Source: an optimization exercise on an open RTL-to-GDS flow (aim: small area). Production flows keep margins and buffers that such runs may drop.
Function was checked by simulation only, so behaviour that the tests miss may differ from the original.
The flow treats the clock pin as an ideal source, which a real chip does not have.
Power and IR drop assume default switching activity.

## run A
==> flow/design.v (excerpt) <==
module bcdtc (
    input  wire       clk,
    input  wire       rst,
    input  wire       tick,
    input  wire       change_time,
    input  wire       up_down,
    output wire       ind,
    output wire [3:0] sel,
    output wire [3:0] digit
);
For scale: ~250 cells after synthesis.
==> module bcdtc, before the edit <==
module bcdtc (
    input  wire       clk,
    input  wire       rst,
    input  wire       tick,
    input  wire       change_time,
    input  wire       up_down,
    output wire       ind,
    output wire [3:0] sel,
    output wire [3:0] digit
);
    function [3:0] d10_next(input [3:0] d, input up);
        begin
            d10_next[0] = ~d[0];
            if (up & d[0])
                d10_next[3:1] = {d[2], d[1], ~(d[3] | d[2])};
            else if (~up & ~d[0])
                d10_next[3:1] = {~(d[2] | d[1]), d[3], d[2]};
            else
                d10_next[3:1] = d[3:1];
        end
    endfunction
    function d10_is9(input [3:0] d);
        d10_is9 = d[0] & d[3] & ~d[2];
    endfunction
    function d10_is0(input [3:0] d);
        d10_is0 = ~d[0] & ~d[3] & ~d[1];
    endfunction
    function [3:0] d10_bcd(input [3:0] d);
        d10_bcd = {d[3] & ~d[2], d[2], d[2] ? d[3] : d[1], d[0]};
    endfunction
    function [2:0] d6_next(input [2:0] j, input up);
        d6_next = j ^ (up ? {j[0] & (j[2] | j[1]), j[0] & ~j[2], 1'b1}
                          : {~j[1] & ~j[0], ~j[0] & (j[2] | j[1]), 1'b1});
    endfunction
    function d6_is5(input [2:0] j);
        d6_is5 = j[2] & j[0];
    endfunction
    function d6_is0(input [2:0] j);
        d6_is0 = ~j[2] & ~j[1] & ~j[0];
    endfunction
    function [3:0] d6_bcd(input [2:0] j);
        d6_bcd = {1'b0, j};
    endfunction
    localparam [1:0] SEED_HT = 2'b11;       
    localparam [3:0] SEED_HU = 4'b0011;     
    localparam [2:0] SEED_MT = 3'd5;
    localparam [3:0] SEED_MU = 4'b1001;     
    localparam [2:0] SEED_ST = 3'd3;
    localparam [3:0] SEED_SU = 4'b0000;     
    reg [1:0] ht;
    reg [3:0] hu;
    reg [2:0] mt;
    reg [3:0] mu;
    reg [2:0] st;
    reg [3:0] su;
    reg [3:0] acc;
    reg       pct, pud, md;
    reg [1:0] pos;
    reg [3:0] ph;
    reg [2:0] snap0;
    reg [3:0] snap1;
    reg [2:0] snap2;
    reg [3:0] snap3;
    wire page = md & pct;
    wire dir  = ~md | pud;
    wire su_end = dir ? d10_is9(su) : d10_is0(su);
    wire st_end = dir ? d6_is5(st)  : d6_is0(st);
    wire mu_end = dir ? d10_is9(mu) : d10_is0(mu);
    wire mt_end = dir ? d6_is5(mt)  : d6_is0(mt);
    wire h_zero = d10_is0(hu) & ~ht[0];
    wire acc_last = d10_is9(acc);
    wire ms_end   = su_end & st_end & mu_end & mt_end;
    wire en0 = tick & acc_last & (dir | ~(ms_end & h_zero));
    wire en1 = en0 & su_end;
    wire en2 = en1 & st_end;
    wire en3 = en2 & mu_end;
    wire en4 = en0 & ms_end;
    wire h_wrap = dir & ht[1] & hu[0] & hu[1] & ~hu[2];     
    wire [3:0] hu_next = h_wrap ? 4'b0000 : d10_next(hu, dir);
    wire [1:0] ht_next = h_wrap ? 2'b00 :
                         dir ? (d10_is9(hu) ? {ht[0], 1'b1} : ht)
                             : (d10_is0(hu) ? {1'b0, ht[1]} : ht);
    always @(posedge clk) begin
        if (rst) begin
            acc <= 4'd0;
            ht <= SEED_HT; hu <= SEED_HU;
            mt <= SEED_MT; mu <= SEED_MU;
            st <= SEED_ST; su <= SEED_SU;
        end else begin
            if (tick) acc <= d10_next(acc, 1'b1);
            if (en0) su <= d10_next(su, dir);
            if (en1) st <= d6_next(st, dir);
            if (en2) mu <= d10_next(mu, dir);
            if (en3) mt <= d6_next(mt, dir);
            if (en4) begin
                hu <= hu_next;
                ht <= ht_next;
            end
        end
    end
    always @(posedge clk) begin
        pct <= change_time;
        pud <= up_down;
        md  <= ~rst & (md | (change_time ^ pct) | (up_down ^ pud));
    end
    wire ph_off = ph[0] & ph[3];
    wire ph_in  = (~ph[2] & ~ph[3]) | (~ph[1] & ph[2] & ph[3]);
    wire load = ph_off & (&pos);
    always @(posedge clk) begin
        if (rst) begin
            pos <= 2'd0;
            ph  <= 4'd2;
            snap0 <= SEED_MT; snap1 <= SEED_MU; snap2 <= SEED_ST; snap3 <= SEED_SU;
        end else begin
            ph <= {ph[2:0], ph_in};
            if (ph_off) pos <= pos + 2'd1;
            if (load) begin
                if (page) begin
                    snap0 <= {1'b0, ht[1], ht[0] & ~ht[1]}; snap1 <= hu; snap2 <= mt; snap3 <= mu;
                end else begin
                    snap0 <= mt; snap1 <= mu; snap2 <= st; snap3 <= su;
                end
            end
        end
    end
    wire hold = ~ph_off & ~(~ph[0] & ph[1] & ~ph[3]);
    wire [3:0] d_odd  = pos[1] ? snap3 : snap1;
    wire [2:0] d_even = pos[1] ? snap2 : snap0;
    assign ind   = dir;
    assign sel   = {4{hold}} & {pos[1] & pos[0], pos[1] & ~pos[0], ~pos[1] & pos[0], ~pos[1] & ~pos[0]};
    assign digit = pos[0] ? d10_bcd(d_odd) : d6_bcd(d_even);
endmodule
==> flow/config.mk <==
export PLATFORM = sky130hd
export DESIGN_NAME = bcdtc
export DESIGN_NICKNAME = bcdtc
export VERILOG_FILES = /design/flow/design.v
export SDC_FILE = /design/flow/constraint.sdc
export NUM_CORES = 4
export LEC_CHECK = 0
export ABC_AREA = 1
export CAP_MARGIN = 20
export CORE_MARGIN = 2
export CORE_UTILIZATION = 40
export GPL_TIMING_DRIVEN = 0
export PLACE_DENSITY = 0.9
export SLEW_MARGIN = 20
==> flow/constraint.sdc <==
create_clock -name core_clock -period 10.0 [get_ports {clk}]
set_input_delay 2.0000 -clock core_clock [delete_from_list [all_inputs] [get_ports {clk}]]
set_output_delay 2.0000 -clock core_clock [all_outputs]
set_load 0.01 [all_outputs]
standard.sh (not shown) runs the stock make flow with config.mk's settings and CLKGATE_MAP_FILE= SYNTH_SCRIPT=/design/flow/synth_recipe.tcl, a recipe that flattens the netlist after the stock synthesis.
==> flow/flow/run.sh <==
#!/bin/bash
# Own layout flow:
#  1. the standard synthesis (standard.sh synth), unchanged;
#  2. its combinational logic re-mapped for area with the ABC scripts
#     flow/area*.abc (deepsyn with several seeds, then amap), run side by
#     side; the smallest netlist is kept. The registers and their names are
#     kept as they are;
#  3. the standard layout of that netlist, with 1x buffers on the
#     ports, no dummy clock loads and the clock tree's root buffer (which
#     drives only the leaf buffers) sized down.
# Each tool's output goes to a log file of its own in this folder.
set -euo pipefail
W=$(pwd)
R=$W/orfs/results/$FLOW_PLATFORM/bcdtc/base
LIB=$FLOW_HOME/platforms/$FLOW_PLATFORM/lib/sky130_fd_sc_hd__tt_025C_1v80.lib
YOSYS=$(command -v yosys || echo "$FLOW_HOME/../tools/install/yosys/bin/yosys")
JOBS=${NUM_CORES:-4}

bash standard.sh synth > "$W/flow_1_synth.log" 2>&1
cp "$R/1_2_yosys.v" "$W/1_2_yosys_standard.v"

remap() {
  local i=$1
  sed -e "s#@LIB@#$LIB#g" -e "s#@TOP@#$FLOW_TOP#g" \
      -e "s#@IN@#$W/1_2_yosys_standard.v#" -e "s#@OUT@#$W/1_2_yosys_remap$i.v#" \
      -e "s#@ABC@#$W/flow/area$i.abc#" -e "s#@STAT@#$W/remap_stat$i.txt#" \
      flow/remap.ys > "$W/remap$i.ys"
  "$YOSYS" -s "$W/remap$i.ys" > "$W/flow_2_remap$i.log" 2>&1 || true
}
n=0
for f in flow/area*.abc; do
  i=$(basename "$f" .abc); i=${i#area}
  remap "$i" &
  n=$((n + 1))
  if [ $((n % JOBS)) -eq 0 ]; then wait; fi
done
wait
best=""; best_area=""
for f in flow/area*.abc; do
  i=$(basename "$f" .abc); i=${i#area}
  [ -f "$W/remap_stat$i.txt" ] && [ -f "$W/1_2_yosys_remap$i.v" ] || continue
  a=$(grep -m1 "Chip area" "$W/remap_stat$i.txt" | awk '{print $NF}')
  [ -n "$a" ] || continue
  echo "script $i: area $a" >> "$W/flow_2_remap.log"
  if [ -z "$best" ] || awk "BEGIN{exit !($a < $best_area)}"; then best=$i; best_area=$a; fi
done
echo "remap: kept script $best, area $best_area" >> "$W/flow_2_remap.log"

cp "$W/1_2_yosys_remap$best.v" "$R/1_2_yosys.v"
rm -f "$R/1_synth.odb" "$R/1_synth.sdc"
bash standard.sh "BUFFER_PORTS_ARGS=-buffer_cell sky130_fd_sc_hd__buf_1" \
    "CTS_ARGS=-sink_clustering_enable -repair_clock_nets -dont_use_dummy_load" \
    "POST_CTS_TCL=$W/flow/cts_post.tcl" "CTS_ROOT_BUF=sky130_fd_sc_hd__clkbuf_4" "CTS_LEAF_BUFS=sky130_fd_sc_hd__clkbuf_4 sky130_fd_sc_hd__buf_4 sky130_fd_sc_hd__buf_6" "CTS_LEAF_SLEW=0.112" finish \
    > "$W/flow_3_layout.log" 2>&1
test -f out/final.def
Other scripts of this flow, unchanged in this note and not shown: flow/flow/area1.abc, flow/flow/area10.abc, flow/flow/area11.abc, flow/flow/area12.abc, flow/flow/area13.abc, flow/flow/area14.abc, flow/flow/area15.abc, flow/flow/area16.abc, flow/flow/area17.abc, flow/flow/area2.abc, flow/flow/area3.abc, flow/flow/area4.abc, flow/flow/area5.abc, flow/flow/area6.abc, flow/flow/area7.abc, flow/flow/area8.abc, flow/flow/area9.abc, flow/flow/cts_post.tcl, flow/flow/remap.ys
Setup changes, run A to run E
--- a/flow/design.v
+++ b/flow/design.v
@@ -46,14 +46,20 @@
     localparam [2:0] SEED_MT = 3'd5;
     localparam [3:0] SEED_MU = 4'b1001;     
     localparam [2:0] SEED_ST = 3'd3;
     localparam [3:0] SEED_SU = 4'b0000;     
-    reg [1:0] ht;
-    reg [3:0] hu;
-    reg [2:0] mt;
-    reg [3:0] mu;
-    reg [2:0] st;
-    reg [3:0] su;
+    reg [1:0] ht_n;
+    wire [1:0] ht = ~ht_n;
+    reg [3:0] hu_n;
+    wire [3:0] hu = ~hu_n;
+    reg [2:0] mt_n;
+    wire [2:0] mt = ~mt_n;
+    reg [3:0] mu_n;
+    wire [3:0] mu = ~mu_n;
+    reg [2:0] st_n;
+    wire [2:0] st = ~st_n;
+    reg [3:0] su_n;
+    wire [3:0] su = ~su_n;
     reg [3:0] acc;
     reg       pct, pud, md;
     reg [1:0] pos;
     reg [3:0] ph;
@@ -82,20 +88,20 @@
                              : (d10_is0(hu) ? {1'b0, ht[1]} : ht);
     always @(posedge clk) begin
         if (rst) begin
             acc <= 4'd0;
-            ht <= SEED_HT; hu <= SEED_HU;
-            mt <= SEED_MT; mu <= SEED_MU;
-            st <= SEED_ST; su <= SEED_SU;
+            ht_n <= ~(SEED_HT); hu_n <= ~(SEED_HU);
+            mt_n <= ~(SEED_MT); mu_n <= ~(SEED_MU);
+            st_n <= ~(SEED_ST); su_n <= ~(SEED_SU);
         end else begin
             if (tick) acc <= d10_next(acc, 1'b1);
-            if (en0) su <= d10_next(su, dir);
-            if (en1) st <= d6_next(st, dir);
-            if (en2) mu <= d10_next(mu, dir);
-            if (en3) mt <= d6_next(mt, dir);
+            if (en0) su_n <= ~(d10_next(su, dir));
+            if (en1) st_n <= ~(d6_next(st, dir));
+            if (en2) mu_n <= ~(d10_next(mu, dir));
+            if (en3) mt_n <= ~(d6_next(mt, dir));
             if (en4) begin
-                hu <= hu_next;
-                ht <= ht_next;
+                hu_n <= ~(hu_next);
+                ht_n <= ~(ht_next);
             end
         end
     end
     always @(posedge clk) begin
[summary]
[run E] combinational power rose about 7% relative to run A. Compared run E against run A; core utilization within noise. Delta (run E minus run A): global-route usage dropped 1.0 points; area of the die went up 27 sq um; overall power after layout saw a decrease. The setup slack of run E was superior to that of run A.

==> static timing again, ports no longer ideal <==
The results above use ideal ports. As a check the final layouts listed here were re-extracted and re-timed, cells and wires unchanged.
Step 1 assumes that a clkbuf_16 drives the clock port and a buf_2 every other input.
Step 2, shift: input delay + t, output delay - t, t = (earliest + latest rising clock arrival at the registers) / 2. This alone moves slack from input paths to output paths.
a / b / c = no drivers / after step 1 / after step 2; a / b = the first two.
run | t, ns | slack for setup (ns) | worst setup path after step 2 | worst data-port slew with drivers (ns)
run A | 0.353 | 4.867 / 4.868 / 4.515 | input to register | 0.03
run E | 0.355 | 5.003 / 5.003 / 4.648 | input to register | 0.03
After both steps every run listed still meets setup and hold. For run E, which loses most, drivers alone change the setup slack by 0.000 ns; drivers and shift together by -0.355 ns.
